Source: an optimization exercise on an open RTL-to-GDS flow (aim: small area, a short achievable clock period and few clock cycles per item). Production flows keep margins and buffers that such runs may drop. Only simulation tests tie the RTL to the original design; equivalence was not proved.

## run 1
## adsb_encoder
module adsb_encoder (
    input  wire         clk,
    input  wire         rst,
    input  wire         in_valid,
    output wire         in_ready,
    input  wire [1:0]   op,
    input  wire [23:0]  icao,
    input  wire [2:0]   ca,
    input  wire [4:0]   tc,
    input  wire [1:0]   ss,
    input  wire         nicsb,
    input  wire         tbit,
    input  wire         surface,
    input  wire [31:0]  alt,       
    input  wire [31:0]  lat,       
    input  wire [31:0]  lon,       
    input  wire [63:0]  name,      
    input  wire [87:0]  msg,       
    output wire         out_valid,
    input  wire         out_ready,
    output wire [111:0] frame_e,   
    output wire [111:0] frame_o,
    output wire [7:0]   diag,
    output wire [23:0]  crc,
    output wire         err
);
    localparam [1:0] OP_POS = 2'd0, OP_ID = 2'd1;
    wire [8:0]  alt_z;
    adsb_alt_a u_alt_a (.alt(alt), .z(alt_z));
    wire [31:0] la = surface ? {lat[27:0], 4'd0} : lat;
    wire [31:0] lo = surface ? {lon[27:0], 4'd0} : lon;
    wire [5:0]  nl_base;
    wire        nl_past, nl_far;
    adsb_nl u_nl (.lat(lat), .base(nl_base), .past(nl_past), .far(nl_far));
    wire [16:0] yz_e, yz_o;
    adsb_cpr_lat u_lat (.la(la), .yz_e(yz_e), .yz_o(yz_o));
    wire [5:0]  nl_base_m1 = nl_base - 6'd1;
    wire [5:0]  nl = nl_past ? nl_base_m1 : nl_base;    
    function [6:0] char_code(input [7:0] ch);
        begin
            if (ch >= 8'h30 && ch <= 8'h39)
                char_code = {1'b0, ch[5:0]};
            else if ((ch >= 8'h41 && ch <= 8'h5A) || (ch >= 8'h61 && ch <= 8'h7A))
                char_code = {2'b00, ch[4:0]};
            else if (ch == 8'h5F)
                char_code = {1'b0, 6'd32};
            else
                char_code = {1'b1, 6'd32};
        end
    endfunction
    reg [47:0] id_chars;
    reg [7:0]  id_diag;
    integer i;
    always @* begin
        for (i = 0; i < 8; i = i + 1)
  ...
export LEC_CHECK = 0
export CAP_MARGIN = 20
export CORE_MARGIN = 2
export CORE_UTILIZATION = 40
export PLACE_DENSITY = 0.6
export SLEW_MARGIN = 60
create_clock -name core_clock -period 34.0 [get_ports {clk}]
standard.sh (not shown) runs the stock make flow with config.mk's settings and CLKGATE_MAP_FILE= SYNTH_SCRIPT=/design/flow/synth_recipe.tcl, a recipe that flattens the netlist after the stock synthesis.
==> flow/flow/run.sh <==
#!/bin/bash
# The standard layout (standard.sh: ORFS synthesis to final layout, unchanged),
# with the port buffers that global placement inserts on every input and output
# made from sky130_fd_sc_hd__buf_2 instead of the cell buffer_ports picks by
# default (clkdlybuf4s50_1, a delay cell of twice the area and about 0.4 ns more
# delay). Every port still gets its own buffer.
set -euo pipefail
export BUFFER_PORTS_ARGS="-buffer_cell sky130_fd_sc_hd__buf_2"
bash standard.sh finish > standard_flow.log 2>&1
Run 1 reached the end of the flow, and the finished layout is clean on the timing, design-rule and antenna checks.
Testbench counts of run 1, summed over its fixed seeds: cycles 1,928, items 1,920.
> inputs changed (run 1 -> run 2)
==> flow/flow/run.sh <==
#!/bin/bash
# The standard layout (standard.sh: ORFS synthesis to final layout, unchanged),
# with the port buffers that global placement inserts on every input and output
# made from sky130_fd_sc_hd__buf_1 instead of the cell buffer_ports picks by
# default (clkdlybuf4s50_1, a delay cell of 2.7 times the area and about 0.4 ns more
# delay). Every port still gets its own buffer.
set -euo pipefail
export BUFFER_PORTS_ARGS="-buffer_cell sky130_fd_sc_hd__buf_1"
bash standard.sh finish > standard_flow.log 2>&1
diff --git a/flow/config.mk b/flow/config.mk
--- a/flow/config.mk
+++ b/flow/config.mk
@@ -7,3 +7,3 @@
 export LEC_CHECK = 0
-export CAP_MARGIN = 20
+export CAP_MARGIN = 40
 export CORE_MARGIN = 2
- Run 2 has completed all stages; timing, DRC and antenna checks passed.
- [compare] base=run 1 new=run 2: cell total after placement comparable.
- Per the comparison of run 2 with run 1, biggest cell delay along the critical path now sits lower, core utilization now sits lower, register area share after synthesis now sits at about the same level.
The following lists how run 3 was set up differently from run 2:
==> flow/flow/run.sh <==
#!/bin/bash
# The standard layout (standard.sh: ORFS synthesis to final layout, unchanged),
# with the port buffers that global placement inserts on every input and output
# made from sky130_fd_sc_hd__buf_2 instead of the cell buffer_ports picks by
# default (clkdlybuf4s50_1, a delay cell of twice the area and about 0.4 ns more
# delay). Every port still gets its own buffer.
set -euo pipefail
export BUFFER_PORTS_ARGS="-buffer_cell sky130_fd_sc_hd__buf_2"
bash standard.sh finish > standard_flow.log 2>&1
diff --git a/flow/config.mk b/flow/config.mk
--- a/flow/config.mk
+++ b/flow/config.mk
@@ -7,3 +7,3 @@
 export LEC_CHECK = 0
-export CAP_MARGIN = 40
+export CAP_MARGIN = 20
 export CORE_MARGIN = 2
@@ -11,2 +11,2 @@
 export PLACE_DENSITY = 0.6
-export SLEW_MARGIN = 60
+export SLEW_MARGIN = 20
[summary]
The cell area of run 2 and that of run 3 are within noise of each other.
Of the two values seen for destination of the critical timing path, frame_o[14] was produced by run 3 and frame_o[12] by run 2.
Comparing run 3 and run 2, the higher critical path depth was measured on run 2.
Inputs modified between run 3 and run 4:
==> flow/flow/run.sh <==
#!/bin/bash
# The standard layout (standard.sh: ORFS synthesis to final layout, unchanged),
# with the port buffers that global placement inserts on every input and output
# made from sky130_fd_sc_hd__buf_1 instead of the cell buffer_ports picks by
# default (clkdlybuf4s50_1, a delay cell of 2.7 times the area and about 0.4 ns more
# delay). Every port still gets its own buffer.
set -euo pipefail
export BUFFER_PORTS_ARGS="-buffer_cell sky130_fd_sc_hd__buf_1"
bash standard.sh finish > standard_flow.log 2>&1
diff --git a/flow/config.mk b/flow/config.mk
--- a/flow/config.mk
+++ b/flow/config.mk
@@ -11,2 +11,2 @@
 export PLACE_DENSITY = 0.6
-export SLEW_MARGIN = 20
+export SLEW_MARGIN = 60
Findings:
For run 3, the endpoint of the worst setup timing path was frame_o[14], unlike run 4, where it was frame_o[12].
Source of the critical timing path: ol_r[12] -> run 4, ol_r[11] -> run 3
Time the worst path needs with I/O delays and setup on run 4 is ahead of run 3.
Diff run 3 -> run 4 | global-route met2 utilization | increase of 1.1 points
On design area, run 3 and run 4 are neck and neck.
| worst relative slew slack | run 4 vs run 3 | 27 points higher |

## re-timing with driven ports
The results above use ideal ports. As a check the final layouts listed here were re-extracted and re-timed, cells and wires unchanged. Step 1 sets driving cells, clkbuf_16 on the clock port and buf_2 on the other inputs (assumed; they add their load-dependent delay and slew). Step 2 also shifts input and output timing later by t, the mid clock arrival at the registers, as if the neighbouring blocks saw the same clock. Slacks: ideal / step 1 / step 2; pairs: ideal / step 1.
run	t, ns	setup WS [ns]	hold slack, ns	worst slew at a driven data input, ns
run 1	0.539	19.767 / 19.701 / 19.465	0.555 / 0.555 / 0.555	0.11
run 2	0.544	19.751 / 19.692 / 19.406	0.548 / 0.548 / 0.548	0.10
run 3	0.546	19.479 / 19.410 / 19.050	0.550 / 0.550 / 0.550	0.10
run 4	0.544	19.751 / 19.692 / 19.406	0.548 / 0.548 / 0.548	0.10
After both steps setup and hold are still met in every run listed. For run 3, which loses most, drivers alone change the setup slack by -0.069 ns; drivers and shift together by -0.429 ns.
